Source: an optimization exercise on an open RTL-to-GDS flow (aim: small area, a short achievable clock period and few clock cycles per item). Production flows keep margins and buffers that such runs may drop. Function was not checked in any run shown here: the RTL went through the layout flow alone. Power is estimated from default activity; no workload was simulated.

**run.sh**
```bash
#!/bin/bash
# synth_recipe.tcl (not shown) runs the flow's synth.tcl, then flattens the netlist and writes it again
# the make line also repeats each setting of config.mk as NAME=value (left out here)
make -C /OpenROAD-flow-scripts/flow DESIGN_CONFIG=/design/flow/config.mk WORK_HOME=/design/flow/orfs CLKGATE_MAP_FILE= SYNTH_SCRIPT=/design/flow/synth_recipe.tcl finish
```
**config.mk**
```make
export PLATFORM = sky130hd
export DESIGN_NAME = nmea_core
export DESIGN_NICKNAME = nmea_core
export VERILOG_FILES = /design/flow/design.v
export SDC_FILE = /design/flow/constraint.sdc
export NUM_CORES = 4
export LEC_CHECK = 0
export CAP_MARGIN = 20
export CORE_MARGIN = 2
export CORE_UTILIZATION = 40
export PLACE_DENSITY = 0.6
export SLEW_MARGIN = 20
```
**constraint.sdc**
```tcl
create_clock -name core_clock -period 8.0 [get_ports {clk}]
set_input_delay 1.6000 -clock core_clock [delete_from_list [all_inputs] [get_ports {clk}]]
set_output_delay 1.6000 -clock core_clock [all_outputs]
set_load 0.01 [all_outputs]
```
**design.v**
```verilog
module nmea_core (
    input  wire       clk,
    input  wire       rst,
    input  wire       in_valid,
    output reg        in_ready,
    input  wire [9:0] in_beat,
    output reg        out_valid,
    input  wire       out_ready,
    output reg  [9:0] out_beat
);
    localparam integer N  = 160;   
    localparam integer D  = 86;    
    localparam integer Q  = 4;     
    localparam [7:0] CH_LF  = 8'h0A;
    localparam [7:0] CH_CR  = 8'h0D;
    localparam [7:0] CH_DOL = 8'h24;
    localparam [7:0] CH_STR = 8'h2A;
    localparam [7:0] CH_COM = 8'h2C;
    function [7:0] inc;   
        input [7:0] a;
        inc = (a == N - 1) ? 8'd0 : a + 8'd1;
    endfunction
    function [4:0] hexval;   
        input [7:0] b;
        begin
            if (b >= 8'h30 && b <= 8'h39)      hexval = {1'b1, b[3:0]};
            else if (b >= 8'h41 && b <= 8'h46) hexval = {1'b1, b[3:0] + 4'd9};
            else if (b >= 8'h61 && b <= 8'h66) hexval = {1'b1, b[3:0] + 4'd9};
            else                               hexval = 5'd0;
        end
    endfunction
    function in_range;
        input [7:0] x, lo, hi;
        in_range = (lo <= hi) ? (x >= lo && x < hi) : (x >= lo || x < hi);
    endfunction
    function [4:0] bclass;
        input [7:0] b;
        bclass = {b == CH_LF, b == CH_CR, b == CH_DOL, b == CH_STR, b == CH_COM};
    endfunction
    reg  [8*N-1:0] ring;
    reg  [7:0] W;             
    reg  [7:0] R;             
    wire [7:0] ring_w = ring[8*N-1 -: 8];
    wire [7:0] ring_r = ring[8*D+7 -: 8];
    reg        wr_en;
    reg  [9:0] iq0, iq1;
    reg  [4:0] ic0, ic1;
    reg  [1:0] occ;
    wire       acc  = in_valid && in_ready;
    reg        cons;              
    wire       hv   = (occ != 2'd0);
    always @(posedge clk)
        ring <= {ring[8*(N-1)-1:0], wr_en ? iq0[7:0] : ring_w};
    reg  [6:0] len;           
    reg  [6:0] sl;            
    reg        sdollar;       
    reg        lastcr;        
    reg        hpend;         
    reg  [7:0] lstart;        
    reg  [7:0] s0;            
    reg  [7:0] wp;            
    reg  [3:0] enabled;
    reg  [7:0] xr, xs;        
    reg        star, cs, fc, fcok;
    reg  [7:0] star_a;        
    reg  [7:0] fc_a;          
    reg  [1:0] ac;            
    reg        d1v, d1e, d2v, d2e;   
    reg  [3:0] m;             
    reg        c_ok;          
    reg        e_job, e_eos;
    localparam [2:0] RS_IDLE = 3'd0, RS_WS = 3'd1, RS_SS = 3'd2,
                     RS_JOB = 3'd3, RS_WH = 3'd4, RS_SH = 3'd5;
    reg  [2:0] rs;
    reg  [7:0] rs_a;
    reg  [6:0] rs_n;
    reg        rs_eos;
    reg  [1:0] q_t  [0:Q-1];
    reg  [7:0] q_f0 [0:Q-1];    
    reg  [7:0] q_f1 [0:Q-1];    
    reg  [3:0] q_e  [0:Q-1];    
    reg        q_m;             
    reg  [2:0] qc;
    reg  [7:0] tail_f1;
    reg  [3:0] eos_tail;
    reg        w_free;          
    reg  [7:0] vb, va;
    reg  [4:0] vc;
    reg        v_go;
    wire [6:0] vi = len;
    wire [4:0] hxb = hexval(vb);
    wire       ck_ok   = star ? ((ac == 2'd2 && d1v && d2v) ? (d1e && d2e) : (xs == 8'h00))
                              : (xr == 8'h00);
    wire       cm_ok   = fcok && (!star || cs);
    wire       ty_ok   = |(m & enabled);
    wire       cand_ok = vc[3] && (vi >= 7'd6) && (vi <= 7'd78) && ty_ok && ck_ok && cm_ok;
    wire       h_data = hv && !iq0[9];
    wire       h_last = iq0[8];
    wire [7:0] h_b    = iq0[7:0];
    wire       h_lf   = ic0[4];
    wire       h_cr   = ic0[3];
    wire       h_cmd  = hv && (iq0[9:8] == 2'b10);
    wire [6:0] len1 = (len == 7'd80) ? 7'd80 : len + 7'd1;
    wire [6:0] sl1  = (sl == 7'd80) ? 7'd80 : sl + 7'd1;
    wire       sd1  = (sl == 7'd0) ? ic0[2] : sdollar;
    wire       useful = (len <= 7'd78) || (sd1 && sl <= 7'd78);
    wire       aligned = (len == 7'd0) || (W == wp);
    wire       q_room   = (qc + {2'b00, e_job}) < Q;
    wire       eos_room = (eos_tail <= 4'd13);
    reg        s1_job, s1_rare, s1_eos;
    always @* begin
        cons    = 1'b0;
        s1_job  = 1'b0;
        s1_rare = 1'b0;
        s1_eos  = 1'b0;
        v_go    = 1'b0;
        vb      = h_b;
        vc      = ic0;
        va      = W;
        wr_en   = 1'b0;
        if (rs == RS_IDLE) begin
            if (h_data && !h_lf) begin
                s1_eos  = h_last;
                s1_job  = h_last && h_cr;
                s1_rare = h_last && h_cr && hpend && sd1;
                if ((!h_last || (eos_room && (!h_cr || q_room))) &&
                    (!useful || (aligned && w_free))) begin
                    cons  = 1'b1;
                    v_go  = 1'b1;
                    wr_en = useful;
                end
            end else if (h_data) begin
                s1_eos  = h_last;
                s1_job  = (sl != 7'd0) && lastcr;
                s1_rare = (sl != 7'd0) && lastcr && hpend && sdollar;
                cons    = (!h_last || eos_room) && (!s1_job || q_room);
            end else if (h_cmd) begin
                s1_eos = (h_b[7:4] == 4'h3);
                cons   = !s1_eos || eos_room;
            end else begin
                cons = hv;   
            end
        end else if (rs != RS_JOB) begin
            v_go = (W == rs_a);
            vb   = ring_w;
            vc   = bclass(ring_w);
        end
    end
    wire       can_out = !out_valid || out_ready;
    wire       q_any   = (qc != 3'd0);
    wire       hd_eos  = q_any && (q_e[0] != 4'd0);
    wire       hd_msg  = q_any && !hd_eos && !q_m;
    wire       hd_done = q_any && !hd_eos && q_m && (q_f0[0] == q_f1[0]);
    wire       hd_fld  = q_any && !hd_eos && q_m && !hd_done && (R == q_f0[0]);
    wire       tl_eos  = !q_any && (eos_tail != 4'd0);
    wire       deq     = hd_done;
    wire       emit    = can_out && (hd_eos || hd_msg || hd_fld || tl_eos);
    wire       tail_dec = can_out && tl_eos;
    wire       st2_job = e_job && c_ok;
    wire [3:0] eos_tail_dec = eos_tail - {3'd0, tail_dec};
    wire [2:0] q_wi = qc - {2'd0, deq};    
    integer k;
    always @(posedge clk) begin
        W <= inc(W);
        R <= inc(R);
        if (rst) begin
            W <= 8'd0;
            R <= N - 1 - D;
        end
        if (rst) begin
            occ      <= 2'd0;
            in_ready <= 1'b1;
        end else begin
            case ({acc, cons})
                2'b10: begin
                    if (occ == 2'd0) begin iq0 <= in_beat; ic0 <= bclass(in_beat[7:0]); end
                    else             begin iq1 <= in_beat; ic1 <= bclass(in_beat[7:0]); end
                    occ      <= occ + 2'd1;
                    in_ready <= (occ == 2'd0);
                end
                2'b01: begin
                    iq0      <= iq1;
                    ic0      <= ic1;
                    occ      <= occ - 2'd1;
                    in_ready <= 1'b1;
                end
                2'b11: begin
                    if (occ == 2'd1) begin
                        iq0 <= in_beat; ic0 <= bclass(in_beat[7:0]);
                    end else begin
                        iq0 <= iq1; ic0 <= ic1;
                        iq1 <= in_beat; ic1 <= bclass(in_beat[7:0]);
                    end
                end
                default: ;
            endcase
        end
        if (v_go) begin
            if (vi == 7'd0) begin
                xr <= 8'h00;
                star <= 1'b0; cs <= 1'b0; fc <= 1'b0; fcok <= 1'b0;
                ac <= 2'd3;
            end else begin
                xr <= xr ^ vb;
                if (vc[1]) begin
                    star   <= 1'b1;
                    xs     <= xr;
                    star_a <= va;
                    cs     <= fc;
                    ac     <= 2'd0;
                end else begin
                    if (ac != 2'd3) ac <= ac + 2'd1;
                    if (vc[3] && !star) star_a <= va;
                end
                if (ac == 2'd0) begin
                    d1v <= hxb[4];
                    d1e <= (hxb[3:0] == xs[7:4]);
                end
                if (ac == 2'd1) begin
                    d2v <= hxb[4];
                    d2e <= (hxb[3:0] == xs[3:0]);
                end
                if (vc[0] && !fc) begin
                    fc   <= 1'b1;
                    fcok <= (vi >= 7'd6);
                    fc_a <= va;
                end
            end
            case (vi)
                7'd3: m <= {vb == "R", vb == "G", vb == "G", vb == "G"};
                7'd4: m <= m & {vb == "M", vb == "S", vb == "N", vb == "G"};
                7'd5: m <= m & {vb == "C", vb == "A", vb == "S", vb == "A"};
                default: ;
            endcase
            c_ok <= cand_ok;
            wp   <= inc(va);
        end
        e_job <= 1'b0;
        e_eos <= 1'b0;
        if (rst) begin
            len     <= 7'd0;
            sl      <= 7'd0;
            hpend   <= 1'b0;
            enabled <= 4'b1111;
            rs      <= RS_IDLE;
        end else begin
            case (rs)
                RS_IDLE: if (cons) begin
                    if (h_data && !h_lf) begin
                        if (len == 7'd0) lstart <= W;
                        if (sl == 7'd0) s0 <= W;
                        sdollar <= sd1;
                        lastcr  <= h_cr;
                        if (!h_last) begin
                            len <= len1;
                            sl  <= sl1;
                        end else begin
                            sl <= 7'd0;
                            if (s1_rare) begin
                                len    <= 7'd0;
                                rs     <= (sl <= 7'd78) ? RS_WS : RS_JOB;
                                rs_a   <= (sl == 7'd0) ? W : s0;
                                rs_n   <= sl1;
                                rs_eos <= 1'b1;
                                c_ok   <= 1'b0;
                            end else begin
                                e_job <= s1_job;
                                e_eos <= 1'b1;
                                if (h_cr || len >= 7'd79) begin
                                    len <= 7'd0; hpend <= 1'b0;
                                end else begin
                                    len <= len1; hpend <= 1'b1;
                                end
                            end
                        end
                    end else if (h_data) begin
                        sl <= 7'd0;
                        if (s1_rare) begin
                            len    <= 7'd0;
                            rs     <= (sl <= 7'd79) ? RS_WS : RS_JOB;
                            rs_a   <= s0;
                            rs_n   <= sl;
                            rs_eos <= h_last;
                            c_ok   <= 1'b0;
                        end else begin
                            e_job <= s1_job;
                            e_eos <= h_last;
                            if (sl != 7'd0) begin
                                if (lastcr || len > 7'd79) begin
                                    len <= 7'd0; hpend <= 1'b0;
                                end else begin
                                    hpend <= 1'b1;
                                end
                            end
                        end
                    end else if (h_cmd) begin
                        case (h_b[7:4])
                            4'h1: begin len <= 7'd0; hpend <= 1'b0; sl <= 7'd0; enabled <= 4'b1111; end
                            4'h2: begin len <= 7'd0; hpend <= 1'b0; sl <= 7'd0; enabled <= h_b[3:0]; end
                            4'h3: e_eos <= 1'b1;
                            default: ;
                        endcase
                    end
                end
                RS_WS, RS_SS: begin
                    if (v_go) begin
                        len  <= len1;
                        rs   <= RS_SS;
                        rs_a <= inc(rs_a);
                        rs_n <= rs_n - 7'd1;
                        if (rs_n == 7'd1) rs <= RS_JOB;
                    end
                end
                RS_JOB: begin
                    e_job <= 1'b1;
                    e_eos <= rs_eos;
                    rs    <= RS_WH;
                    rs_a  <= lstart;
                    len   <= 7'd0;
                end
                RS_WH, RS_SH: begin
                    if (v_go) begin
                        len  <= len1;
                        rs   <= RS_SH;
                        rs_a <= inc(rs_a);
                        if (inc(rs_a) == s0) rs <= RS_IDLE;
                    end
                end
                default: rs <= RS_IDLE;
            endcase
        end
        if (rst) begin
            qc        <= 3'd0;
            q_m       <= 1'b0;
            eos_tail  <= 4'd0;
            out_valid <= 1'b0;
            out_beat  <= 10'd0;
            w_free    <= 1'b1;
        end else begin
            if (can_out && hd_eos) q_e[0] <= q_e[0] - 4'd1;
            if (can_out && hd_msg) q_m <= 1'b1;
            if (can_out && hd_fld) q_f0[0] <= inc(q_f0[0]);
            if (deq) begin
                q_m <= 1'b0;
                for (k = 0; k < Q - 1; k = k + 1) begin
                    q_t[k]  <= q_t[k+1];
                    q_f0[k] <= q_f0[k+1];
                    q_f1[k] <= q_f1[k+1];
                    q_e[k]  <= q_e[k+1];
                end
            end
            if (st2_job) begin
                for (k = 0; k < Q; k = k + 1)
                    if (q_wi == k) begin
                        q_t[k]  <= {m[3] | m[2], m[3] | m[1]};
                        q_f0[k] <= inc(fc_a);
                        q_f1[k] <= star_a;
                        q_e[k]  <= eos_tail_dec;
                    end
                tail_f1  <= star_a;
                eos_tail <= {3'd0, e_eos};
            end else begin
                eos_tail <= eos_tail_dec + {3'd0, e_eos};
            end
            qc <= q_wi + {2'd0, st2_job};
            w_free <= !q_any || !in_range(inc(W), q_f0[0], tail_f1);
            if (emit) begin
                out_valid <= 1'b1;
                out_beat  <= hd_msg ? {2'b10, 6'd0, q_t[0]} :
                             hd_fld ? {2'b00, ring_r} : 10'h300;
            end else if (out_ready) begin
                out_valid <= 1'b0;
            end
        end
    end
endmodule
```
==> flow_summary_export.csv, run 1 <==
group,metric,value,unit
global_routing,grt_antenna_before_repair,0,
timing,hold_viol,0,
cts,postCtsHoldBufs,0,
cts,post-cts-setup-buffer-count,0,
job,drv_cap,0,
critical_path,crit_path_start_kind,"flip-flop",
critical_path,crit_fanout,25,
routing,drtPass1Iterations,5,
placed_design,dp_hpwl,40100,um
layout,diodes,0,
floorplanning,initial_core_util,40.5,%
logic_synthesis,async_flop_share,0,%
routing,wl,66400,um
run_status,outcome,"no timing/DRC/antenna violations",
logic_synthesis,synth_common_cells,"dfxtp_1 (1344), edfxtp_1 (214), nand2_1 (139), nor2_1 (121), o21ai_0 (100)",
critical_path,crit_path_max_incr_delay,0.87,ns
floorplanning,dieArea,106000,um^2
critical_path,crit_family,"simple AND/OR/NAND/NOR gates",
cts,post_cts_resized,0,
floorplanning,top_level_ports,26,
floorplanning,fp.coreArea,102000,um^2
placed_design,place.gp.congestion,0.854,
routing,drtIter0Drc,1358,
timing,setup_slack,3.27,ns
critical_path,crit_chain,"nor3_1 -> buf_4 -> nor2_1 -> nor2_1 -> a21oi_1 -> inv_1 -> ha_1 -> or3b_2 -> a32oi_1 -> o21ai_0 -> and4_1 -> nand3b_1 -> o311ai_0 -> nor4_1",
layout,fin_nets,3002,
floorplanning,fp.dieW,325,um
global_routing,grt_max_degree,63,
timing,setup_tns,0,ns
global_routing,grt_use_total,12.7,%
global_routing,grt_pass1_wl,107000,um
routing,drc,0,
worst_hold_path,hold_class,"reg -> reg",
routing,post_drt_via_cell_ratio,4.52,
layout,drive_gt1_share,9.38,%
critical_path,cpMaxStageDelayCell,"dfxtp_1",
timing,fmax,211,MHz
logic_synthesis,synth.net_count,2898,
floorplanning,row_count,117,
critical_path,crit_top_cell,"nor2_1",
timing,finalSetupViolCount,0,
logic_synthesis,avgSynthCellArea,14.6,um^2
placed_design,port_buffers,25,
logic_synthesis,synth-edff-count,214,
routing,route.antenna.remaining_nets,0,
logic_synthesis,synthCells,2824,
cts,htreeDepth,4,
timing,rsz0062_at_grt,"false",
critical_path,crit_buf_inv,2,
cts,cts_sinks,1558,
power_and_ir_drop,peakVddDrop,0.232,mV
critical_path,crit_arrival,5.28,ns
timing,hold-worst-slack,0.299,ns
power_and_ir_drop,power.leakage,18.4,nW
global_routing,first_global_vias,19500,
timing,finClkSkew,0.0370,ns
layout,area_delta_synth_final,16.2,%
logic_synthesis,syn_area,41300,um^2
routing,vias,19900,
critical_path,criticalPathCategory,"reg -> reg",
logic_synthesis,synth_area_leaders,"dfxtp_1 (65%), edfxtp_1 (16%), ha_1 (1.8%)",
placed_design,pre_cts_ws,3.39,ns
logic_synthesis,yosysUniqueCellTypes,85,
routing,wl_per_cell,15.1,um
logic_synthesis,synth_top_area_share,65.2,%
logic_synthesis,synth-seq-cells,1558,
timing,layout_min_cycle_time,4.73,ns
logic_synthesis,yosysMostFrequentCell,"dfxtp_1",
logic_synthesis,ys_warn_count,5,
cts,cts_tree,"yes",
cts,root_buffer,"clkbuf_16",
critical_path,endpoint_kind,"flip-flop",
cts,cts.path.max_buffers,3,
timing,period_share,59.1,%
cts,clk_pin_slew,0.07,ns
logic_synthesis,synth_ff_type,"dfxtp_1",
timing,tightest_slew,1.07,ns
floorplanning,fp.dieH,325,um
layout,final_util,47.0,%
power_and_ir_drop,cellPowerDensity,355,nW/um^2
timing,relSlewSlack,28.7,%
critical_path,cp.required,8.55,ns
timing,drv_slew,0,
logic_synthesis,yosys.area.top_type,"dfxtp_1",
logic_synthesis,synth-seq-area-share,80.7,%
cts,insertion_delay,0.75,ns
cts,cts_buffers,144,
global_routing,grt_overflow,0,
power_and_ir_drop,power,17.0,mW
[flip-flops by register name, indices dropped and copies added, names as in the netlist, 10 cells and up]
register / cells
q_f1: 32
iq1: 10
q_e: 16
q_f0: 32
out_beat: 10
iq0: 10
ring: 1280
[placed cells by master (no fill, tap or decap), types with 37 or more instances in the layout]
cell | synthesis | layout
ha_1 | 60 | 60
mux2i_1 | 60 | 60
nor3_1 | 50 | 46
clkbuf_1 | 54 | 38
inv_1 | 71 | 70
xor2_1 | 37 | 37
o21ai_0 | 100 | 99
dfxtp_1 | 1344 | 1344
nand3_1 | 54 | 54
a21oi_1 | 61 | 61
xnor2_1 | 53 | 53
clkbuf_16 | 0 | 151
nor2_1 | 121 | 121
nand2_1 | 139 | 139
edfxtp_1 | 214 | 214
[final timing paths]
kind	cells past startpoint	start	end	slack, ns
max	14	rs[1]	d2e	3.27
min	0	ring[783]	ring[791]	0.30
max reg2reg	14	rs[1]	d2e	3.27
min reg2reg	0	ring[783]	ring[791]	0.30
[logic make-up (layout without fill, tap and decap cells)]
logic type / after synthesis / count (layout) / share of synthesized area [%]
adder cells (fa/ha/maj): 62 / 62 / 1.87
buffers and inverters: 153 / 369 / 1.53
XOR/XNOR: 90 / 90 / 1.91
AO/OA/AOI/OAI: 334 / 334 / 5.30
AND/OR/NAND/NOR: 552 / 552 / 6.81
flip-flops: 1558 / 1558 / 80.7
multiplexers: 75 / 75 / 1.86
[stage by stage]
step / cell area, um^2 / std cells
floorplan: 41300 / 2824
CTS: 48000 / 4408
global route: 48000 / 4408
finish: 48000 / 4408
detailed placement: 43000 / 4150
global placement: 43000 / 4150
[final cells by class]
| type | instances | area (um^2) |
|---|---|---|
| fill | 8817 | 54000 |
| sequential | 1558 | 33300 |
| multi-input combinational | 1113 | 7400 |
| clock buffer | 207 | 4170 |
| tap | 1368 | 1710 |
| clock inverter | 51 | 768 |
| timing repair buffer | 38 | 343 |
| inverter | 73 | 274 |
[worst register-to-register path, delay by kind of cell, from the launching register on]
family                     cells  cell delay (ns)
and+or+nand+nor                7             2.15
DFF                            1             0.87
AOI/OAI and AO/OA              4             0.86
buffers and inverters          2             0.37
adders and majority gates      1             0.26
[where the power goes]
| part | switching (mW) | total, mW | internal, mW |
|---|---|---|---|
| clock network | 2.89 | 6.82 | 3.93 |
| logic | 0.904 | 1.42 | 0.517 |
| registers | 0.245 | 8.81 | 8.56 |
| total | 4.04 | 17.0 | 13.0 |
[routing by layer]
| metal | share of wire (%) | global-route usage (%) | vias up | routed length, um |
|---|---|---|---|---|
| met1 | 50 | 18.1 | 9440 | 33300 |
| li1 | - | - | 9882 | - |
| met3 | 5.5 | 3.35 | 151 | 3660 |
| met2 | 41 | 17.8 | 460 | 27200 |
| met5 | 0 | 0 | - | 0 |
| met4 | 3.3 | 5.87 | 0 | 2210 |
==> run 2: changes to the inputs <==
--- a/design.v
+++ b/design.v
@@ -8,9 +8,9 @@
     input  wire       out_ready,
     output reg  [9:0] out_beat
 );
-    localparam integer N  = 160;   
+    localparam integer N  = 158;   
     localparam integer D  = 86;    
-    localparam integer Q  = 4;     
+    localparam integer Q  = 3;     
     localparam [7:0] CH_LF  = 8'h0A;
     localparam [7:0] CH_CR  = 8'h0D;
     localparam [7:0] CH_DOL = 8'h24;
@@ -72,8 +72,6 @@
     localparam [2:0] RS_IDLE = 3'd0, RS_WS = 3'd1, RS_SS = 3'd2,
                      RS_JOB = 3'd3, RS_WH = 3'd4, RS_SH = 3'd5;
     reg  [2:0] rs;
-    reg  [7:0] rs_a;
-    reg  [6:0] rs_n;
     reg        rs_eos;
     reg  [1:0] q_t  [0:Q-1];
     reg  [7:0] q_f0 [0:Q-1];    
@@ -141,7 +139,7 @@
                 cons = hv;   
             end
         end else if (rs != RS_JOB) begin
-            v_go = (W == rs_a);
+            v_go = (W == wp);
             vb   = ring_w;
             vc   = bclass(ring_w);
         end
@@ -259,8 +257,8 @@
                             if (s1_rare) begin
                                 len    <= 7'd0;
                                 rs     <= (sl <= 7'd78) ? RS_WS : RS_JOB;
-                                rs_a   <= (sl == 7'd0) ? W : s0;
-                                rs_n   <= sl1;
+                                wp     <= (sl == 7'd0) ? W : s0;
+                                sl     <= (sl <= 7'd78) ? sl1 : 7'd0;
                                 rs_eos <= 1'b1;
                                 c_ok   <= 1'b0;
                             end else begin
@@ -278,8 +276,8 @@
                         if (s1_rare) begin
                             len    <= 7'd0;
                             rs     <= (sl <= 7'd79) ? RS_WS : RS_JOB;
-                            rs_a   <= s0;
-                            rs_n   <= sl;
+                            wp     <= s0;
+                            sl     <= (sl <= 7'd79) ? sl : 7'd0;
                             rs_eos <= h_last;
                             c_ok   <= 1'b0;
                         end else begin
@@ -306,24 +304,22 @@
                     if (v_go) begin
                         len  <= len1;
                         rs   <= RS_SS;
-                        rs_a <= inc(rs_a);
-                        rs_n <= rs_n - 7'd1;
-                        if (rs_n == 7'd1) rs <= RS_JOB;
+                        sl   <= sl - 7'd1;
+                        if (sl == 7'd1) rs <= RS_JOB;
                     end
                 end
                 RS_JOB: begin
                     e_job <= 1'b1;
                     e_eos <= rs_eos;
                     rs    <= RS_WH;
-                    rs_a  <= lstart;
+                    wp    <= lstart;
                     len   <= 7'd0;
                 end
                 RS_WH, RS_SH: begin
                     if (v_go) begin
                         len  <= len1;
                         rs   <= RS_SH;
-                        rs_a <= inc(rs_a);
-                        if (inc(rs_a) == s0) rs <= RS_IDLE;
+                        if (inc(wp) == s0) rs <= RS_IDLE;
                     end
                 end
                 default: rs <= RS_IDLE;
@@ -363,7 +359,9 @@
                 eos_tail <= eos_tail_dec + {3'd0, e_eos};
             end
             qc <= q_wi + {2'd0, st2_job};
-            w_free <= !q_any || !in_range(inc(W), q_f0[0], tail_f1);
+            w_free <= (!q_any || !in_range(inc(W), q_f0[0], tail_f1)) &&
+                      !(c_ok && (e_job || (rs == RS_IDLE && h_data && h_lf && lastcr)) &&
+                        in_range(inc(W), fc_a, star_a));
             if (emit) begin
                 out_valid <= 1'b1;
                 out_beat  <= hd_msg ? {2'b10, 6'd0, q_t[0]} :
--- a/config.mk
+++ b/config.mk
@@ -8,5 +8,8 @@
 export CAP_MARGIN = 20
 export CORE_MARGIN = 2
 export CORE_UTILIZATION = 40
+export CTS_BUF_LIST = sky130_fd_sc_hd__clkbuf_8
+export CTS_CLUSTER_DIAMETER = 50
+export CTS_CLUSTER_SIZE = 16
 export PLACE_DENSITY = 0.6
 export SLEW_MARGIN = 20
==> run 2 against run 1 <==
  * Global-route usage hardly changed
  * Count of clock-buffer cells in the layout is 88 lower
  * Synthesized cell count is 5.9% lower
  * Worst setup slack worse by 0.12 ns
  * Worst hold slack better by 0.010 ns
  * Combinational power is about 40% lower
==> flow_summary_export.csv, run 2 <==
group,metric,value,unit
run_status,outcome,"no timing/DRC/antenna violations",
timing,rsz0062_at_grt,"false",
routing,drtIter0Drc,1104,
floorplanning,fp.dieH,317,um
floorplanning,row_count,114,
cts,cts_buffers,117,
logic_synthesis,synth-edff-count,169,
placed_design,dp_hpwl,39200,um
logic_synthesis,ys_warn_count,5,
timing,finClkSkew,0.0318,ns
cts,clk_pin_slew,0.09,ns
critical_path,endpoint_kind,"flip-flop",
logic_synthesis,avgSynthCellArea,14.7,um^2
power_and_ir_drop,power.internal,9.96,mW
routing,post_drt_via_cell_ratio,4.54,
cts,insertion_delay,0.77,ns
critical_path,reg2reg_depth,10,
placed_design,pre_cts_ws,3.24,ns
cts,cts_tree,"yes",
critical_path,crit_arrival,5.24,ns
cts,cts_sinks,1505,
power_and_ir_drop,p_switching,3.10,mW
routing,vias,18500,
layout,fin_cells,4076,
global_routing,grt_antenna_before_repair,2,
global_routing,grt_max_degree,60,
critical_path,regToRegSetupSlack,3.15,ns
worst_hold_path,hold_path_depth,0,
cts,root_buffer,"clkbuf_8",
logic_synthesis,synth-seq-area-share,81.3,%
timing,hold-worst-slack,0.309,ns
power_and_ir_drop,peakVddDrop,0.206,mV
cts,post_cts_resized,0,
layout,layout_common_cells,"dfxtp_1 (1336), edfxtp_1 (169), nand2_1 (126), nor2_1 (123), clkbuf_8 (119)",
layout,fin_nets,2862,
logic_synthesis,async_flop_share,0,%
cts,postCtsHoldBufs,0,
layout,largest_register_ffs,1264,
critical_path,crit_fanout,13,
routing,drtPass1Iterations,5,
power_and_ir_drop,clockPowerShare,29.3,%
routing,wl,62800,um
floorplanning,fp.dieW,317,um
worst_hold_path,hold_class,"reg -> reg",
timing,layout_min_cycle_time,4.85,ns
layout,top_register,"ring",
logic_synthesis,syn_area,39100,um^2
global_routing,grt_pass1_wl,102000,um
routing,drc,0,
layout,regArea,31800,um^2
logic_synthesis,synth_ff_type,"dfxtp_1",
timing,setup_tns,0,ns
cts,post-cts-setup-buffer-count,0,
layout,fillers,8478,
global_routing,grt_use_total,12.7,%
global_routing,grt_overflow,0,
timing,finalSetupViolCount,0,
timing,fmax,206,MHz
power_and_ir_drop,comb_power_share,6.5,%
logic_synthesis,synth.net_count,2761,
critical_path,cp.required,8.39,ns
timing,hold_viol,0,
power_and_ir_drop,p_sw_share,23.7,%
placed_design,dp_cells,3916,
timing,tightest_slew,1.11,ns
cts,htreeDepth,3,
routing,wl_per_cell,15.4,um
placed_design,place.gp.congestion,0.860,
floorplanning,initial_core_util,40.4,%
critical_path,criticalPathCategory,"reg -> reg",
layout,area_delta_synth_final,9.85,%
logic_synthesis,synth_common_cells,"dfxtp_1 (1336), edfxtp_1 (169), nand2_1 (126), nor2_1 (124), ha_1 (89)",
floorplanning,dieArea,100000,um^2
logic_synthesis,yosysMostFrequentCell,"dfxtp_1",
logic_synthesis,synthCells,2658,
job,drv_cap,0,
logic_synthesis,synth_top_area_share,68.3,%
logic_synthesis,yosysUniqueCellTypes,75,
timing,setup_slack,3.15,ns
floorplanning,fp.coreArea,96900,um^2
placed_design,port_buffers,25,
global_routing,first_global_vias,18700,
timing,relSlewSlack,25.5,%
power_and_ir_drop,seqPwrFrac,64.2,%
power_and_ir_drop,power.leakage,16.6,nW
power_and_ir_drop,power,13.1,mW
logic_synthesis,synth-seq-cells,1505,
critical_path,crit_path_start_kind,"flip-flop",
timing,period_share,60.6,%
layout,multi_input_area,6830,um^2
floorplanning,top_level_ports,26,
logic_synthesis,synth_area_leaders,"dfxtp_1 (68%), edfxtp_1 (13%), ha_1 (2.8%)",
cts,cts.path.max_buffers,3,
power_and_ir_drop,cellPowerDensity,304,nW/um^2
layout,largest_registers,"ring: 1264 flops, q_f0: 24 flops, q_f1: 24 flops",
routing,route.antenna.remaining_nets,0,
layout,drive_gt1_share,7.40,%
layout,final_common_cell,"dfxtp_1",
timing,drv_slew,0,
logic_synthesis,yosys.area.top_type,"dfxtp_1",
## run 2: cell types whose count changed after synthesis, sizes merged, moves of 16 or more
cell / delta
a31oi: -18
ha: +29
a22oi: +18
mux2i: -16
o21ai: -23
edfxtp: -45
a21oi: +27
## run 2: power by group through the flow
stage | sequential [mW] | combinational, mW | clock, mW
3_3_place_gp | 8.54 | 0.823 | 0
4_1_cts | 8.38 | 0.848 | 3.99
2_1_floorplan | 8.45 | 0.624 | 0
3_5_place_dp | 8.55 | 0.840 | 0
6_report | 8.37 | 0.852 | 3.83
5_1_grt | 8.44 | 0.946 | 4.28
## run 2: worst max-delay path: stages (launching register included)
cell and delay, ns:
dfxtp_1 0.40, inv_1 0.15, ha_1 0.21, or3b_1 0.44, nor2_1 0.68, a211oi_1 0.12, nor2_1 0.11, o21ai_0 0.24
nor3_2 0.59, nand2_1 0.52, nor3_1 0.99
## run 2: layout make-up
cell class,count,area share [%]
Clock inverter,38,1.04
Clock buffer,119,3.81
Timing Repair Buffer,39,0.815
Inverter,78,0.687
Sequential cell,1505,74.0
Multi-Input combinational cell,1018,15.9
Antenna cell,3,0.0175
Tap cell,1276,3.71
## run 2: cells by family (layout without fill, tap and decap cells)
family | after synthesis | count (layout) | synth area share (%)
other | 0 | 3 | 0
muxes | 53 | 53 | 1.38
DFF | 1505 | 1505 | 81.3
buffers and inverters | 135 | 274 | 1.33
adders and majority gates | 92 | 92 | 2.92
xor gates and xnor gates | 85 | 85 | 1.90
AOI/OAI and AO/OA | 307 | 307 | 5.13
and+or+nand+nor | 481 | 481 | 6.02
## run 2: worst paths after layout
path / start / to
setup / recovery: sl[0] / lstart[2]
hold / removal: ring[1198] / ring[1206]
setup reg to reg: sl[0] / lstart[2]
hold reg to reg: ring[1198] / ring[1206]
## run 2: stage by stage
| stage | cell area (um^2) | util, % |
|---|---|---|
| floorplan | 39100 | - |
| global placement | 40900 | 42.2 |
| detailed placement | 40900 | 42.2 |
| CTS | 43000 | 44.4 |
| global route | 43000 | 44.4 |
| finish | 43000 | 44.4 |
## run 2: metal layers
layer | GRT usage (%) | routed length, um | vias up
met3 | 2.69 | 2630 | 133
met2 | 19.2 | 27100 | 374
met4 | 4.30 | 1630 | 0
met1 | 18.1 | 31500 | 8862
met5 | 0 | 0 | -
li1 | - | - | 9143
==> run 3: changes to the inputs <==
--- a/config.mk
+++ b/config.mk
@@ -8,8 +8,8 @@
 export CAP_MARGIN = 20
 export CORE_MARGIN = 2
 export CORE_UTILIZATION = 40
-export CTS_BUF_LIST = sky130_fd_sc_hd__clkbuf_8
-export CTS_CLUSTER_DIAMETER = 50
-export CTS_CLUSTER_SIZE = 16
+export CTS_BUF_LIST = sky130_fd_sc_hd__clkbuf_16
+export CTS_CLUSTER_DIAMETER = 80
+export CTS_CLUSTER_SIZE = 30
 export PLACE_DENSITY = 0.6
 export SLEW_MARGIN = 20
==> run 3 against run 2 <==
  * Still clean
  * Non-clock buffer count is the same
  * Synthesized area is the same
  * Worst hold slack improved by 0.014 ns
==> flow_summary_export.csv, run 3 <==
group,metric,value,unit
run_status,outcome,"no timing/DRC/antenna violations",
floorplanning,dieArea,100000,um^2
layout,fin_cells,3997,
routing,wl_per_cell,15.5,um
critical_path,crit_arrival,5.20,ns
timing,finalSetupViolCount,0,
routing,drtIter0Drc,1154,
cts,post_cts_resized,0,
cts,postCtsHoldBufs,0,
layout,drive_gt1_share,4.89,%
logic_synthesis,synth_ff_type,"dfxtp_1",
global_routing,grt_pass1_wl,99900,um
logic_synthesis,synth_common_cells,"dfxtp_1 (1336), edfxtp_1 (169), nand2_1 (126), nor2_1 (124), ha_1 (89)",
logic_synthesis,synth-edff-count,169,
logic_synthesis,syn_area,39100,um^2
placed_design,port_buffers,25,
critical_path,crit_end,"lstart[3]",
timing,drv_slew,0,
placed_design,dp_hpwl,39200,um
global_routing,grt_antenna_before_repair,0,
routing,drc,0,
critical_path,r2r-end,"lstart[3]",
logic_synthesis,synth-xor-area-share,1.90,%
global_routing,first_global_vias,18200,
layout,largest_register_ffs,1264,
logic_synthesis,post_synth_and_or_nand_nor_area_fraction,6.02,%
critical_path,crit_path_start,"sl[0]",
power_and_ir_drop,cellPowerDensity,302,nW/um^2
logic_synthesis,yosysUniqueCellTypes,75,
floorplanning,fp.dieW,317,um
routing,route.antenna.remaining_nets,0,
global_routing,grt_use_total,12.4,%
cts,cts_buffers,61,
layout,fin_nets,2806,
routing,drtPass1Iterations,5,
logic_synthesis,synth-seq-cells,1505,
logic_synthesis,yosys.area_share.adder,2.92,%
logic_synthesis,synth.net_count,2761,
layout,diodes,0,
placed_design,place_area,40900,um^2
logic_synthesis,ys_warn_count,5,
cts,htreeDepth,2,
logic_synthesis,synth-compound-area-share,5.13,%
cts,root_buffer,"clkbuf_16",
timing,finClkSkew,0.0485,ns
worst_hold_path,hold_path_depth,0,
placed_design,pre_cts_ws,3.24,ns
critical_path,endpoint_kind,"flip-flop",
floorplanning,fp.dieH,317,um
routing,post_drt_via_cell_ratio,4.54,
logic_synthesis,synth.mux.area_fraction,1.38,%
layout,area_delta_synth_final,9.15,%
placed_design,dp_cells,3916,
global_routing,grt_max_degree,60,
cts,post-cts-setup-buffer-count,0,
layout,final_common_cell,"dfxtp_1",
critical_path,crit_path_start_kind,"flip-flop",
logic_synthesis,synth-seq-area-share,81.3,%
placed_design,place.gp.congestion,0.860,
cts,insertion_delay,0.68,ns
layout,largest_registers,"ring: 1264 flops, q_f0: 24 flops, q_f1: 24 flops",
layout,fillers,8493,
logic_synthesis,synthCells,2658,
critical_path,criticalPathCategory,"reg -> reg",
timing,period_share,61.2,%
logic_synthesis,synth_top_area_share,68.3,%
timing,rsz0062_at_grt,"false",
floorplanning,fp.coreArea,96900,um^2
timing,setup_tns,0,ns
logic_synthesis,avgSynthCellArea,14.7,um^2
timing,relSlewSlack,27.9,%
timing,fmax,204,MHz
critical_path,reg2reg_depth,10,
worst_hold_path,hold_class,"reg -> reg",
timing,tightest_slew,1.07,ns
floorplanning,top_level_ports,26,
cts,cts.path.max_buffers,3,
logic_synthesis,yosysMostFrequentCell,"dfxtp_1",
layout,fin_area,42700,um^2
critical_path,rr_startpoint,"sl[0]",
floorplanning,row_count,114,
cts,cts_tree,"yes",
job,drv_cap,0,
floorplanning,initial_core_util,40.4,%
cts,cts_sinks,1505,
cts,clk_pin_slew,0.10,ns
logic_synthesis,yosys.area.top_type,"dfxtp_1",
critical_path,regToRegSetupSlack,3.10,ns
power_and_ir_drop,power,12.9,mW
layout,top_register,"ring",
critical_path,cp.required,8.30,ns
routing,vias,18200,
logic_synthesis,async_flop_share,0,%
layout,layout_common_cells,"dfxtp_1 (1336), edfxtp_1 (169), nand2_1 (126), nor2_1 (123), ha_1 (89)",
power_and_ir_drop,peakVddDrop,0.203,mV
timing,setup_slack,3.10,ns
critical_path,crit_fanout,13,
timing,layout_min_cycle_time,4.90,ns
global_routing,grt_overflow,0,
routing,wl,61800,um
logic_synthesis,synth_top_family_by_area,"simple AND/OR/NAND/NOR gates",
power_and_ir_drop,power.leakage,16.4,nW
logic_synthesis,synth_area_leaders,"dfxtp_1 (68%), edfxtp_1 (13%), ha_1 (2.8%)",
timing,hold_viol,0,
run 3: cell count changes in the layout (fill, tap and decap cells not counted), sizes merged:
cell / before / now
clkbuf: 119 / 61
clkinv: 12 / 4
inv: 102 / 93
bufinv: 2 / 1
diode: 3 / 0
run 3: cell families after synthesis:
| kind of cell | after synthesis |
|---|---|
| flip-flops | 1505 |
| AND/OR/NAND/NOR | 481 |
| AO/OA/AOI/OAI | 307 |
| buffers and inverters | 135 |
| adder cells (fa/ha/maj) | 92 |
| XOR/XNOR | 85 |
| multiplexers | 53 |
run 3: layout make-up:
class,instances,area [um^2],share of cell area (%)
clock inverters,20,289,0.677
inverters,78,295,0.691
multi-input cells,1018,6830,16.0
well taps,1276,1600,3.74
repair buffers,39,350,0.820
clock buffers,61,1530,3.57
flip-flops and latches,1505,31800,74.5
run 3: where the power goes:
group	total [mW]	leakage, nW	internal [mW]	switching [mW]
sequential	8.38	12.4	8.16	0.216
clock	3.67	0.905	1.46	2.20
combinational	0.850	3.09	0.313	0.538
run 3: how the worst min path moves through the flow:
stage	startpoint	end	slack [ns]
detailed placement	ring[1049]	ring[1057]	0.31
global route	ring[253]	ring[261]	0.32
global placement	ring[685]	ring[693]	0.31
CTS	ring[253]	ring[261]	0.32
floorplan	ring[992]	ring[1000]	0.31
finish	ring[253]	ring[261]	0.32
run 3: critical path, stage by stage (launching register included):
cell,delay (ns)
dfxtp_1,0.41
inv_1,0.15
ha_1,0.22
or3b_1,0.44
nor2_1,0.69
a211oi_1,0.12
nor2_1,0.12
o21ai_0,0.25
nor3_2,0.62
nand2_1,0.54
nor3_1,0.97
run 3: metal layers:
metal | wire length, um | up-vias | track usage [%]
li1 | - | 9020 | -
met1 | 31300 | 8738 | 18.1
met2 | 26900 | 297 | 19.0
met3 | 2200 | 101 | 1.79
met4 | 1400 | 0 | 3.73
met5 | 0 | - | 0
run 3: stage by stage:
stage	hold slack [ns]	util, %
3_5_place_dp	0.312	42.2
6_report	0.323	44.1
5_1_grt	0.322	44.1
3_3_place_gp	0.310	42.2
4_1_cts	0.323	44.1
2_1_floorplan	0.310	-
==> run 4: changes to the inputs <==
--- a/design.v
+++ b/design.v
@@ -9,7 +9,7 @@
     output reg  [9:0] out_beat
 );
     localparam integer N  = 158;   
-    localparam integer D  = 86;    
+    localparam integer D  = 76;    
     localparam integer Q  = 3;     
     localparam [7:0] CH_LF  = 8'h0A;
     localparam [7:0] CH_CR  = 8'h0D;
@@ -69,6 +69,7 @@
     reg  [3:0] m;             
     reg        c_ok;          
     reg        e_job, e_eos;
+    reg        pend_end;      
     localparam [2:0] RS_IDLE = 3'd0, RS_WS = 3'd1, RS_SS = 3'd2,
                      RS_JOB = 3'd3, RS_WH = 3'd4, RS_SH = 3'd5;
     reg  [2:0] rs;
@@ -116,12 +117,13 @@
         vc      = ic0;
         va      = W;
         wr_en   = 1'b0;
-        if (rs == RS_IDLE) begin
+        if (pend_end) begin
+        end else if (rs == RS_IDLE) begin
             if (h_data && !h_lf) begin
                 s1_eos  = h_last;
                 s1_job  = h_last && h_cr;
                 s1_rare = h_last && h_cr && hpend && sd1;
-                if ((!h_last || (eos_room && (!h_cr || q_room))) &&
+                if ((!h_last || (eos_room && (!s1_rare || q_room))) &&
                     (!useful || (aligned && w_free))) begin
                     cons  = 1'b1;
                     v_go  = 1'b1;
@@ -235,7 +237,13 @@
         end
         e_job <= 1'b0;
         e_eos <= 1'b0;
+        if (pend_end && q_room) begin
+            pend_end <= 1'b0;
+            e_job    <= 1'b1;
+            e_eos    <= 1'b1;
+        end
         if (rst) begin
+            pend_end <= 1'b0;
             len     <= 7'd0;
             sl      <= 7'd0;
             hpend   <= 1'b0;
@@ -262,8 +270,9 @@
                                 rs_eos <= 1'b1;
                                 c_ok   <= 1'b0;
                             end else begin
-                                e_job <= s1_job;
-                                e_eos <= 1'b1;
+                                e_job    <= s1_job && q_room;
+                                e_eos    <= !s1_job || q_room;
+                                pend_end <= s1_job && !q_room;
                                 if (h_cr || len >= 7'd79) begin
                                     len <= 7'd0; hpend <= 1'b0;
                                 end else begin
--- a/config.mk
+++ b/config.mk
@@ -12,4 +12,5 @@
 export CTS_CLUSTER_DIAMETER = 80
 export CTS_CLUSTER_SIZE = 30
 export PLACE_DENSITY = 0.6
+export SETUP_SLACK_MARGIN = 4.5
 export SLEW_MARGIN = 20
==> run 4 against run 3 <==
  * Count of clock-buffer cells in the layout increased by 7
  * First-iteration DRC count rose by 9.1%
  * Cell count is 1.4% higher
  * Core utilization grew 0.33 points
  * Synthesized area increased by 0.74%
  * Via count up 2.1%
  * Critical path type unchanged
==> flow_summary_export.csv, run 4 <==
group,metric,value,unit
global_routing,first_global_vias,18800,
layout,largest_register_ffs,1264,
logic_synthesis,synth-xor-area-share,1.89,%
logic_synthesis,ys_warn_count,5,
worst_hold_path,hold_class,"reg -> reg",
logic_synthesis,synthCells,2685,
floorplanning,top_level_ports,26,
logic_synthesis,async_flop_share,0,%
logic_synthesis,synth_ff_type,"dfxtp_1",
critical_path,crit_arrival,3.75,ns
power_and_ir_drop,cellPowerDensity,301,nW/um^2
logic_synthesis,synth-compound-area-share,5.17,%
timing,finClkSkew,0.0299,ns
critical_path,regToRegSetupSlack,4.60,ns
timing,setup_tns,0,ns
worst_hold_path,hold_path_depth,0,
timing,fmax,294,MHz
floorplanning,initial_core_util,40.2,%
worst_hold_path,min_delay_worst_endpoint,"ring[92]",
placed_design,place_area,41100,um^2
logic_synthesis,synth.net_count,2788,
logic_synthesis,synth.mux.area_fraction,1.80,%
global_routing,grt_antenna_before_repair,1,
global_routing,grt_pass1_wl,100000,um
logic_synthesis,yosys.area.top_type,"dfxtp_1",
routing,wl_per_cell,15.1,um
logic_synthesis,synth_common_cells,"dfxtp_1 (1337), edfxtp_1 (169), nor2_1 (129), nand2_1 (107), a21oi_1 (93)",
logic_synthesis,synth-seq-area-share,80.8,%
critical_path,crit_path_max_incr_delay,0.39,ns
critical_path,crit_path_start,"sl[1]",
logic_synthesis,yosys.area_share.adder,2.90,%
global_routing,grt_use_total,12.1,%
run_status,outcome,"no timing/DRC/antenna violations",
timing,rsz0062_at_grt,"true",
layout,fin_nets,2848,
critical_path,rr_startpoint,"sl[1]",
critical_path,endpoint_kind,"flip-flop",
critical_path,crit_top_cell,"ha_1",
critical_path,cpMaxStageDelayCell,"dfxtp_1",
layout,diodes,0,
critical_path,r2r-end,"iq1[4]",
timing,hold_viol,0,
placed_design,port_buffers,25,
cts,root_buffer,"clkbuf_16",
cts,cts.path.max_buffers,3,
routing,drtPass1Iterations,7,
layout,drive_gt1_share,7.05,%
floorplanning,fp.coreArea,98000,um^2
placed_design,place.gp.congestion,0.853,
job,drv_cap,0,
floorplanning,fp.dieH,318,um
floorplanning,dieArea,101000,um^2
logic_synthesis,synth_top_area_share,67.9,%
critical_path,crit_fanout,15,
timing,hold-worst-slack,0.317,ns
placed_design,dp_hpwl,37900,um
cts,cts_buffers,66,
cts,cts_tree,"yes",
critical_path,reg2reg_depth,12,
layout,fin_cells,4052,
layout,layout_common_cells,"dfxtp_1 (1333), edfxtp_1 (169), nor2_1 (121), nand2_1 (104), a21oi_1 (90)",
routing,route.antenna.remaining_nets,0,
logic_synthesis,synth-edff-count,169,
logic_synthesis,post_synth_and_or_nand_nor_area_fraction,6.07,%
layout,top_register,"ring",
timing,finalSetupViolCount,0,
layout,area_delta_synth_final,10.4,%
critical_path,cp.required,8.35,ns
cts,postCtsHoldBufs,0,
routing,drtIter0Drc,1259,
logic_synthesis,synth_area_leaders,"dfxtp_1 (68%), edfxtp_1 (13%), ha_1 (2.8%)",
layout,fin_area,43500,um^2
cts,clk_pin_slew,0.10,ns
floorplanning,row_count,115,
power_and_ir_drop,peakVddDrop,0.208,mV
worst_hold_path,min-delay-start,"ring[84]",
timing,relSlewSlack,42.1,%
logic_synthesis,synth_top_family_by_area,"simple AND/OR/NAND/NOR gates",
routing,wl,61300,um
cts,insertion_delay,0.64,ns
floorplanning,fp.dieW,318,um
cts,cts_sinks,1506,
cts,htreeDepth,3,
routing,post_drt_via_cell_ratio,4.58,
routing,vias,18500,
global_routing,grt_max_degree,62,
timing,drv_slew,0,
placed_design,dp_cells,3944,
critical_path,crit_chain,"inv_1 -> ha_1 -> nor3b_4 -> nand3_1 -> and2_1 -> o221ai_1 -> nand2_2 -> inv_4 -> ha_1 -> o21ai_1 -> a211oi_4 -> buf_12",
logic_synthesis,syn_area,39400,um^2
global_routing,grt_overflow,0,
logic_synthesis,yosysMostFrequentCell,"dfxtp_1",
critical_path,crit_path_start_kind,"flip-flop",
critical_path,criticalPathCategory,"reg -> reg",
layout,final_util,44.4,%
logic_synthesis,yosysUniqueCellTypes,78,
layout,largest_registers,"ring: 1264 flops, q_f0: 24 flops, q_f1: 24 flops",
power_and_ir_drop,power.leakage,16.6,nW
timing,layout_min_cycle_time,3.40,ns
timing,period_share,42.5,%
layout,final_common_cell,"dfxtp_1",
timing,tightest_slew,0.862,ns
logic_synthesis,avgSynthCellArea,14.7,um^2
routing,drc,0,
logic_synthesis,synth-seq-cells,1506,
run 4: cell count changes after synthesis, moves of 9 or more:
| cell | before | now |
|---|---|---|
| nand2_1 | 126 | 107 |
| xnor2_1 | 59 | 42 |
| xor2_1 | 26 | 43 |
| mux2i_1 | 44 | 54 |
| or3_1 | 6 | 15 |
run 4: area by class of cell:
class	instances	area, um^2
Multi-Input combinational cell	1039	7260
Fill cell	8514	54500
Inverter	77	298
Clock buffer	68	1700
Sequential cell	1506	31800
Timing Repair Buffer	55	537
Tap cell	1287	1610
Clock inverter	20	282
run 4: worst max-delay path by stage:
stage	endpoint	slack (ns)	cells after the start
2_1_floorplan	q_e[2][0]	4.54	13
3_3_place_gp	q_f0[0][5]	3.73	8
3_5_place_dp	iq1[5]	3.62	12
4_1_cts	d1e	4.51	11
5_1_grt	iq1[4]	4.40	12
6_report	iq1[4]	4.60	12
run 4: worst max-delay path, delay by kind of cell, from the launching register on:
kind / cells / cell delay [ns]
AO/OA/AOI/OAI: 3 / 0.67
adder cells (fa/ha/maj): 2 / 0.47
buffers and inverters: 3 / 0.56
flip-flops: 1 / 0.39
AND/OR/NAND/NOR: 4 / 1.03
run 4: repair_timing:
action,in CTS,in global routing
gates resized for setup,25,33
setup endpoints to repair,163,146
setup buffers,6,14
gates cloned,0,0
pin swaps,6,3
run 4: cell families after synthesis:
| logic type | Yosys count |
|---|---|
| compound gates | 317 |
| xor+xnor | 85 |
| fa+ha+maj | 92 |
| buf+inv | 140 |
| flops | 1506 |
| mux | 69 |
| simple gates | 476 |
run 4: through the flow:
| stage | worst slack, ns | power (mW) |
|---|---|---|
| final | 4.60 | 13.1 |
| after global routing | 4.40 | 13.7 |
| after detailed placement | 3.62 | 9.32 |
| after global placement | 3.73 | 9.28 |
| after CTS | 4.51 | 13.2 |
| after floorplan | 4.54 | 9.00 |
run 4: per-layer routing:
metal,global-route usage (%),share of wire [%],vias to the layer above
met4,4.00,2.6,0
met5,0,0,-
met3,2.15,4.0,100
met2,18.7,44,374
met1,17.2,49,8912
li1,-,-,9160
run 4: power breakdown:
part	leakage (nW)	switching, mW	internal (mW)
clock network	0.968	2.24	1.61
logic	3.32	0.613	0.413
registers	12.4	0.213	8.02
total	16.6	3.07	10.0
==> run 5: changes to the inputs <==
--- a/config.mk
+++ b/config.mk
@@ -5,6 +5,7 @@
 export SDC_FILE = /design/flow/constraint.sdc
 export NUM_CORES = 4
 export LEC_CHECK = 0
+export ABC_CLOCK_PERIOD_IN_PS = 3000
 export CAP_MARGIN = 20
 export CORE_MARGIN = 2
 export CORE_UTILIZATION = 40
==> run 5 against run 4 <==
  * Maximum frequency unchanged
  * Sequential share of layout area unchanged
  * Global-route usage unchanged
  * Register-to-register slack about the same
  * Worst hold slack unchanged
  * Critical path type unchanged
  * Largest cell class unchanged
==> flow_summary_export.csv, run 5 <==
group,metric,value,unit
cts,insertion_delay,0.64,ns
logic_synthesis,async_flop_share,0,%
power_and_ir_drop,power.leakage,16.6,nW
floorplanning,dieArea,101000,um^2
power_and_ir_drop,power,13.1,mW
routing,drtPass1Iterations,7,
floorplanning,fp.coreArea,98000,um^2
layout,area_delta_synth_final,10.4,%
worst_hold_path,min-delay-start,"ring[84]",
worst_hold_path,hold_class,"reg -> reg",
critical_path,crit_family,"simple AND/OR/NAND/NOR gates",
logic_synthesis,synth-seq-area-share,80.8,%
critical_path,cp.required,8.35,ns
routing,wl_per_cell,15.1,um
power_and_ir_drop,cellPowerDensity,301,nW/um^2
routing,drtIter0Drc,1259,
layout,top_register,"ring",
floorplanning,initial_core_util,40.2,%
layout,fin_nets,2848,
layout,fillers,8514,
logic_synthesis,yosys.area.top_type,"dfxtp_1",
global_routing,grt_antenna_before_repair,1,
power_and_ir_drop,comb_power_share,7.8,%
timing,setup_tns,0,ns
cts,root_buffer,"clkbuf_16",
floorplanning,top_level_ports,26,
cts,cts_sinks,1506,
layout,layout_common_cells,"dfxtp_1 (1333), edfxtp_1 (169), nor2_1 (121), nand2_1 (104), a21oi_1 (90)",
placed_design,place.gp.congestion,0.853,
logic_synthesis,syn_area,39400,um^2
critical_path,crit_path_max_incr_delay,0.39,ns
critical_path,crit_buf_inv,3,
routing,drc,0,
global_routing,grt_max_degree,62,
power_and_ir_drop,clockPowerShare,29.4,%
floorplanning,fp.dieH,318,um
critical_path,crit_top_cell,"ha_1",
timing,tightest_slew,0.862,ns
global_routing,grt_use_total,12.1,%
layout,final_common_cell,"dfxtp_1",
power_and_ir_drop,power.internal,10.0,mW
logic_synthesis,synth_top_area_share,67.9,%
critical_path,crit_arrival,3.75,ns
floorplanning,fp.dieW,318,um
cts,clk_pin_slew,0.10,ns
critical_path,crit_path_start_kind,"flip-flop",
layout,multi_input_area,7260,um^2
timing,drv_slew,0,
power_and_ir_drop,p_sw_share,23.4,%
routing,post_drt_via_cell_ratio,4.58,
layout,regArea,31800,um^2
critical_path,crit_fanout,15,
critical_path,endpoint_kind,"flip-flop",
routing,route.antenna.remaining_nets,0,
layout,largest_register_ffs,1264,
logic_synthesis,synth-edff-count,169,
timing,fmax,294,MHz
global_routing,first_global_vias,18800,
layout,drive_gt1_share,7.05,%
global_routing,grt_overflow,0,
logic_synthesis,yosysUniqueCellTypes,78,
logic_synthesis,synth-seq-cells,1506,
timing,finalSetupViolCount,0,
logic_synthesis,avgSynthCellArea,14.7,um^2
critical_path,criticalPathCategory,"reg -> reg",
run_status,outcome,"no timing/DRC/antenna violations",
power_and_ir_drop,p_switching,3.07,mW
routing,vias,18500,
placed_design,dp_hpwl,37900,um
routing,wl,61300,um
cts,cts.path.max_buffers,3,
timing,hold_viol,0,
logic_synthesis,ys_warn_count,5,
layout,largest_registers,"ring: 1264 flops, q_f0: 24 flops, q_f1: 24 flops",
timing,layout_min_cycle_time,3.40,ns
critical_path,crit_chain,"inv_1 -> ha_1 -> nor3b_4 -> nand3_1 -> and2_1 -> o221ai_1 -> nand2_2 -> inv_4 -> ha_1 -> o21ai_1 -> a211oi_4 -> buf_12",
timing,rsz0062_at_grt,"true",
logic_synthesis,synth.net_count,2788,
floorplanning,row_count,115,
logic_synthesis,synth_common_cells,"dfxtp_1 (1337), edfxtp_1 (169), nor2_1 (129), nand2_1 (107), a21oi_1 (93)",
timing,period_share,42.5,%
power_and_ir_drop,seqPwrFrac,62.8,%
logic_synthesis,synth_ff_type,"dfxtp_1",
critical_path,cpMaxStageDelayCell,"dfxtp_1",
logic_synthesis,yosysMostFrequentCell,"dfxtp_1",
cts,htreeDepth,3,
timing,finClkSkew,0.0299,ns
logic_synthesis,synth_area_leaders,"dfxtp_1 (68%), edfxtp_1 (13%), ha_1 (2.8%)",
global_routing,grt_pass1_wl,100000,um
cts,cts_buffers,66,
logic_synthesis,synthCells,2685,
power_and_ir_drop,peakVddDrop,0.208,mV
placed_design,port_buffers,25,
job,drv_cap,0,
critical_path,rr_startpoint,"sl[1]",
critical_path,crit_path_start,"sl[1]",
layout,diodes,0,
cts,cts_tree,"yes",
timing,relSlewSlack,42.1,%
==> run 5: cell counts after synthesis <==
Identical to the previous run, type by type.
==> run 5: worst paths after layout <==
kind | cells after the start | to | slack [ns]
worst min register to register | 0 | ring[92] | 0.32
worst max register to register | 12 | iq1[4] | 4.60
worst max-delay path | 12 | iq1[4] | 4.60
worst min-delay path | 0 | ring[92] | 0.32
==> run 5: metal layers <==
layer  global-route usage (%)  share of wire [%]  vias up
met2                     18.7                 44      374
li1                         -                  -     9160
met1                     17.2                 49     8912
met5                        0                  0        -
met4                     4.00                2.6        0
met3                     2.15                4.0      100
==> run 5: kinds of logic (layout without fill, tap and decap cells) <==
kind of cell | count (synthesis) | count (layout) | share of synthesized area [%]
AOI/OAI and AO/OA | 317 | 317 | 5.17
xor gates and xnor gates | 85 | 85 | 1.89
DFF | 1506 | 1506 | 80.8
muxes | 69 | 69 | 1.80
adders and majority gates | 92 | 92 | 2.90
and+or+nand+nor | 476 | 476 | 6.07
buffers and inverters | 140 | 220 | 1.40
==> run 5: cell type report <==
type	instances	share of cell area, %
multi-input cells	1039	16.7
clock buffers	68	3.91
repair buffers	55	1.23
well taps	1287	3.70
inverters	77	0.684
flip-flops and latches	1506	73.2
clock inverters	20	0.647
==> run 5: stage by stage <==
stage               cell area (um^2)  utilization, %  hold WS, ns  worst slack, ns  instances
floorplan                      39500               -        0.310             4.54       2685
global placement               41100            42.0        0.310             3.73       3943
detailed placement             41100            42.0        0.312             3.62       3944
CTS                            43300            44.2        0.313             4.51       4038
global route                   43500            44.4        0.321             4.40       4052
finish                         43500            44.4        0.317             4.60       4052
==> run 5: power groups by stage <==
| stage | Combinational (mW) | Clock, mW | Sequential (mW) |
|---|---|---|---|
| after floorplan | 0.708 | 0 | 8.30 |
| after global placement | 0.882 | 0 | 8.40 |
| after detailed placement | 0.911 | 0 | 8.41 |
| after CTS | 0.960 | 3.99 | 8.24 |
| after global routing | 1.14 | 4.26 | 8.29 |
| final | 1.03 | 3.86 | 8.24 |
==> run 5: repair_timing <==
item,CTS,global route
gates cloned,0,0
buffers inserted,6,14
pin swaps,6,3
setup endpoints to repair,163,146
resized for setup,25,33
hold buffers,0,0
hold endpoints to repair,0,0
==> run 6: changes to the inputs <==
--- a/config.mk
+++ b/config.mk
@@ -5,7 +5,6 @@
 export SDC_FILE = /design/flow/constraint.sdc
 export NUM_CORES = 4
 export LEC_CHECK = 0
-export ABC_CLOCK_PERIOD_IN_PS = 3000
 export CAP_MARGIN = 20
 export CORE_MARGIN = 2
 export CORE_UTILIZATION = 40
@@ -13,5 +12,5 @@
 export CTS_CLUSTER_DIAMETER = 80
 export CTS_CLUSTER_SIZE = 30
 export PLACE_DENSITY = 0.6
-export SETUP_SLACK_MARGIN = 4.5
+export SETUP_SLACK_MARGIN = 5.0
 export SLEW_MARGIN = 20
==> run 6 against run 5 <==
  * Still clean on timing, DRC and antenna
  * Core utilization grew 0.98 points
  * Sequential power is essentially flat
  * Clock power shrank 6.0%
  * Non-clock buffer count grew 71
  * Synthesized area is the same
  * Critical path depth shrank 2
  * Critical endpoint is now len[2]
  * Largest power group unchanged
  * Highest routed layer unchanged
==> flow_summary_export.csv, run 6 <==
group,metric,value,unit
run_status,outcome,"no timing/DRC/antenna violations",
cts,cts_sinks,1506,
logic_synthesis,synth_ff_type,"dfxtp_1",
logic_synthesis,synth-seq-cells,1506,
critical_path,crit_path_start,"W[3]",
critical_path,crit_fanout,6,
logic_synthesis,synthCells,2685,
placed_design,dp_hpwl,39700,um
timing,setup_tns,0,ns
cts,clk_pin_slew,0.11,ns
layout,final_util,45.4,%
global_routing,grt_use_total,12.5,%
power_and_ir_drop,peakVddDrop,0.214,mV
cts,postCtsHoldBufs,0,
placed_design,port_buffers,25,
logic_synthesis,synth.net_count,2788,
global_routing,grt_max_degree,62,
floorplanning,fp.dieH,318,um
worst_hold_path,hold_class,"reg -> reg",
routing,post_drt_via_cell_ratio,4.54,
layout,drive_gt1_share,12.1,%
critical_path,endpoint_kind,"flip-flop",
logic_synthesis,async_flop_share,0,%
layout,final_common_cell,"dfxtp_1",
routing,drc,0,
layout,regArea,31900,um^2
global_routing,first_global_vias,18300,
cts,cts_tree,"yes",
layout,diodes,0,
layout,largest_registers,"ring: 1264 flops, q_f0: 24 flops, q_f1: 24 flops",
critical_path,rr_startpoint,"W[3]",
cts,cts_buffers,60,
cts,htreeDepth,2,
logic_synthesis,yosysMostFrequentCell,"dfxtp_1",
routing,wl,64600,um
critical_path,crit_family,"compound AO/OA/AOI/OAI gates",
logic_synthesis,yosysUniqueCellTypes,78,
cts,root_buffer,"clkbuf_16",
layout,area_delta_synth_final,12.9,%
layout,largest_register_ffs,1264,
timing,relSlewSlack,46.3,%
timing,layout_min_cycle_time,3.17,ns
worst_hold_path,hold_path_depth,0,
critical_path,reg2reg_depth,10,
logic_synthesis,ys_warn_count,5,
logic_synthesis,synth_area_leaders,"dfxtp_1 (68%), edfxtp_1 (13%), ha_1 (2.8%)",
timing,finalSetupViolCount,0,
routing,wl_per_cell,15.7,um
floorplanning,fp.coreArea,98000,um^2
placed_design,place.gp.congestion,0.807,
routing,drtIter0Drc,1211,
logic_synthesis,synth_top_area_share,67.9,%
logic_synthesis,avgSynthCellArea,14.7,um^2
critical_path,cpMaxStageDelayCell,"a2111o_2",
logic_synthesis,synth-seq-area-share,80.8,%
cts,cts.path.max_buffers,3,
timing,hold_viol,0,
layout,top_register,"ring",
routing,vias,18700,
floorplanning,top_level_ports,26,
logic_synthesis,yosys.area.top_type,"dfxtp_1",
timing,tightest_slew,0.803,ns
power_and_ir_drop,power.leakage,17.1,nW
global_routing,grt_overflow,0,
critical_path,crit_buf_inv,1,
critical_path,crit_path_max_incr_delay,0.54,ns
timing,drv_slew,0,
routing,route.antenna.remaining_nets,0,
power_and_ir_drop,cellPowerDensity,296,nW/um^2
timing,rsz0062_at_grt,"true",
floorplanning,fp.dieW,318,um
routing,drtPass1Iterations,6,
timing,finClkSkew,0.0284,ns
global_routing,grt_antenna_before_repair,1,
floorplanning,dieArea,101000,um^2
critical_path,crit_cells,10,
layout,layout_common_cells,"dfxtp_1 (1307), edfxtp_1 (169), nor2_1 (116), nand2_1 (101), buf_4 (84)",
floorplanning,row_count,115,
logic_synthesis,synth-edff-count,169,
global_routing,grt_pass1_wl,102000,um
critical_path,regToRegSetupSlack,4.83,ns
timing,fmax,316,MHz
critical_path,crit_end,"len[2]",
floorplanning,initial_core_util,40.2,%
critical_path,r2r-end,"len[2]",
layout,multi_input_area,7720,um^2
critical_path,criticalPathCategory,"reg -> reg",
layout,fin_nets,2913,
critical_path,cp.required,8.60,ns
critical_path,crit_arrival,3.76,ns
logic_synthesis,synth_common_cells,"dfxtp_1 (1337), edfxtp_1 (169), nor2_1 (129), nand2_1 (107), a21oi_1 (93)",
critical_path,crit_path_start_kind,"flip-flop",
critical_path,crit_chain,"xor2_1 -> nor4_2 -> nand2_2 -> a211oi_4 -> o221a_4 -> nor2_4 -> buf_6 -> a2111o_2 -> or4_4 -> a21oi_2",
layout,fillers,8499,
job,drv_cap,0,
cts,insertion_delay,0.66,ns
timing,period_share,39.6,%
logic_synthesis,syn_area,39400,um^2
## run 6: cell counts after synthesis
No cell type changed its count.
## run 6: metal layers
metal	global-route usage (%)	share of wire (%)
met2	19.3	44
met3	1.92	3.7
met4	3.46	2.0
met1	18.2	50
met5	0	0
## run 6: layout make-up
type                    count  share of cell area (%)
flip-flops and latches   1506                    71.7
well taps                1287                    3.62
clock buffers              62                    3.49
clock inverters            25                   0.512
repair buffers            126                    2.60
multi-input cells        1039                    17.4
inverters                  77                   0.692
## run 6: worst min path at each step
stage                 endpoint  startpoint
floorplan           ring[1000]   ring[992]
global placement     ring[408]   ring[400]
detailed placement  ring[1121]  ring[1113]
CTS                  ring[528]   ring[520]
global route         ring[528]   ring[520]
finish               ring[528]   ring[520]
## run 6: kinds of logic after synthesis
family / synth area share (%)
xor gates and xnor gates: 1.89
and+or+nand+nor: 6.07
adders and majority gates: 2.90
AOI/OAI and AO/OA: 5.17
muxes: 1.80
DFF: 80.8
buffers and inverters: 1.40
## run 6: power by group
| group | switching, mW | total (mW) | internal [mW] |
|---|---|---|---|
| logic | 0.738 | 1.30 | 0.561 |
| clock network | 2.18 | 3.63 | 1.45 |
| registers | 0.195 | 8.22 | 8.03 |
## run 6: what timing repair did
item | in CTS | in global routing
cloned | 1 | 2
resized for setup | 137 | 92
setup buffers | 38 | 49
endpoints found under the setup margin | 248 | 186
pin swaps | 20 | 27
endpoints found under the hold margin | 0 | 0
## run 6: stage by stage
step	power (mW)	area (um^2)	setup slack [ns]	hold slack [ns]	cells
3_5_place_dp	9.35	41200	3.84	0.312	3945
5_1_grt	13.7	44500	4.75	0.310	4122
3_3_place_gp	9.31	41200	3.90	0.310	3944
4_1_cts	13.1	43700	4.85	0.312	4071
2_1_floorplan	9.02	39500	4.80	0.310	2685
6_report	13.2	44500	4.83	0.306	4122

## what the ideal ports hide
How much do the figures lean on ideal ports? The routed layouts below were timed once more, with nothing changed but the port constraints.
Step 1 sets driving cells, clkbuf_16 on the clock port and buf_2 on the other inputs (assumed; they add their load-dependent delay and slew).
Step 2 moves the port delays by t, midway between the first and last clock arrival at a register: inputs arrive t later, outputs are due t later. That takes back most of the time a late clock gives input paths.
a / b / c = ideal / step 1 / step 2; a / b = the first two.
run | t (ns) | setup WS [ns] | cell pins on the clock port's net
run 1 | 0.802 | 3.271 / 3.271 / 3.271 | 1
run 2 | 0.812 | 3.148 / 3.148 / 3.148 | 1
run 3 | 0.722 | 3.103 / 3.103 / 3.103 | 1
run 4 | 0.687 | 4.597 / 4.564 / 4.083 | 1
run 5 | 0.687 | 4.597 / 4.564 / 4.083 | 1
run 6 | 0.725 | 4.834 / 4.834 / 4.281 | 1
After both steps every run listed still meets setup and hold. The setup slack of run 6, which loses most, moves by 0.000 ns with the drivers and by -0.553 ns with both steps.
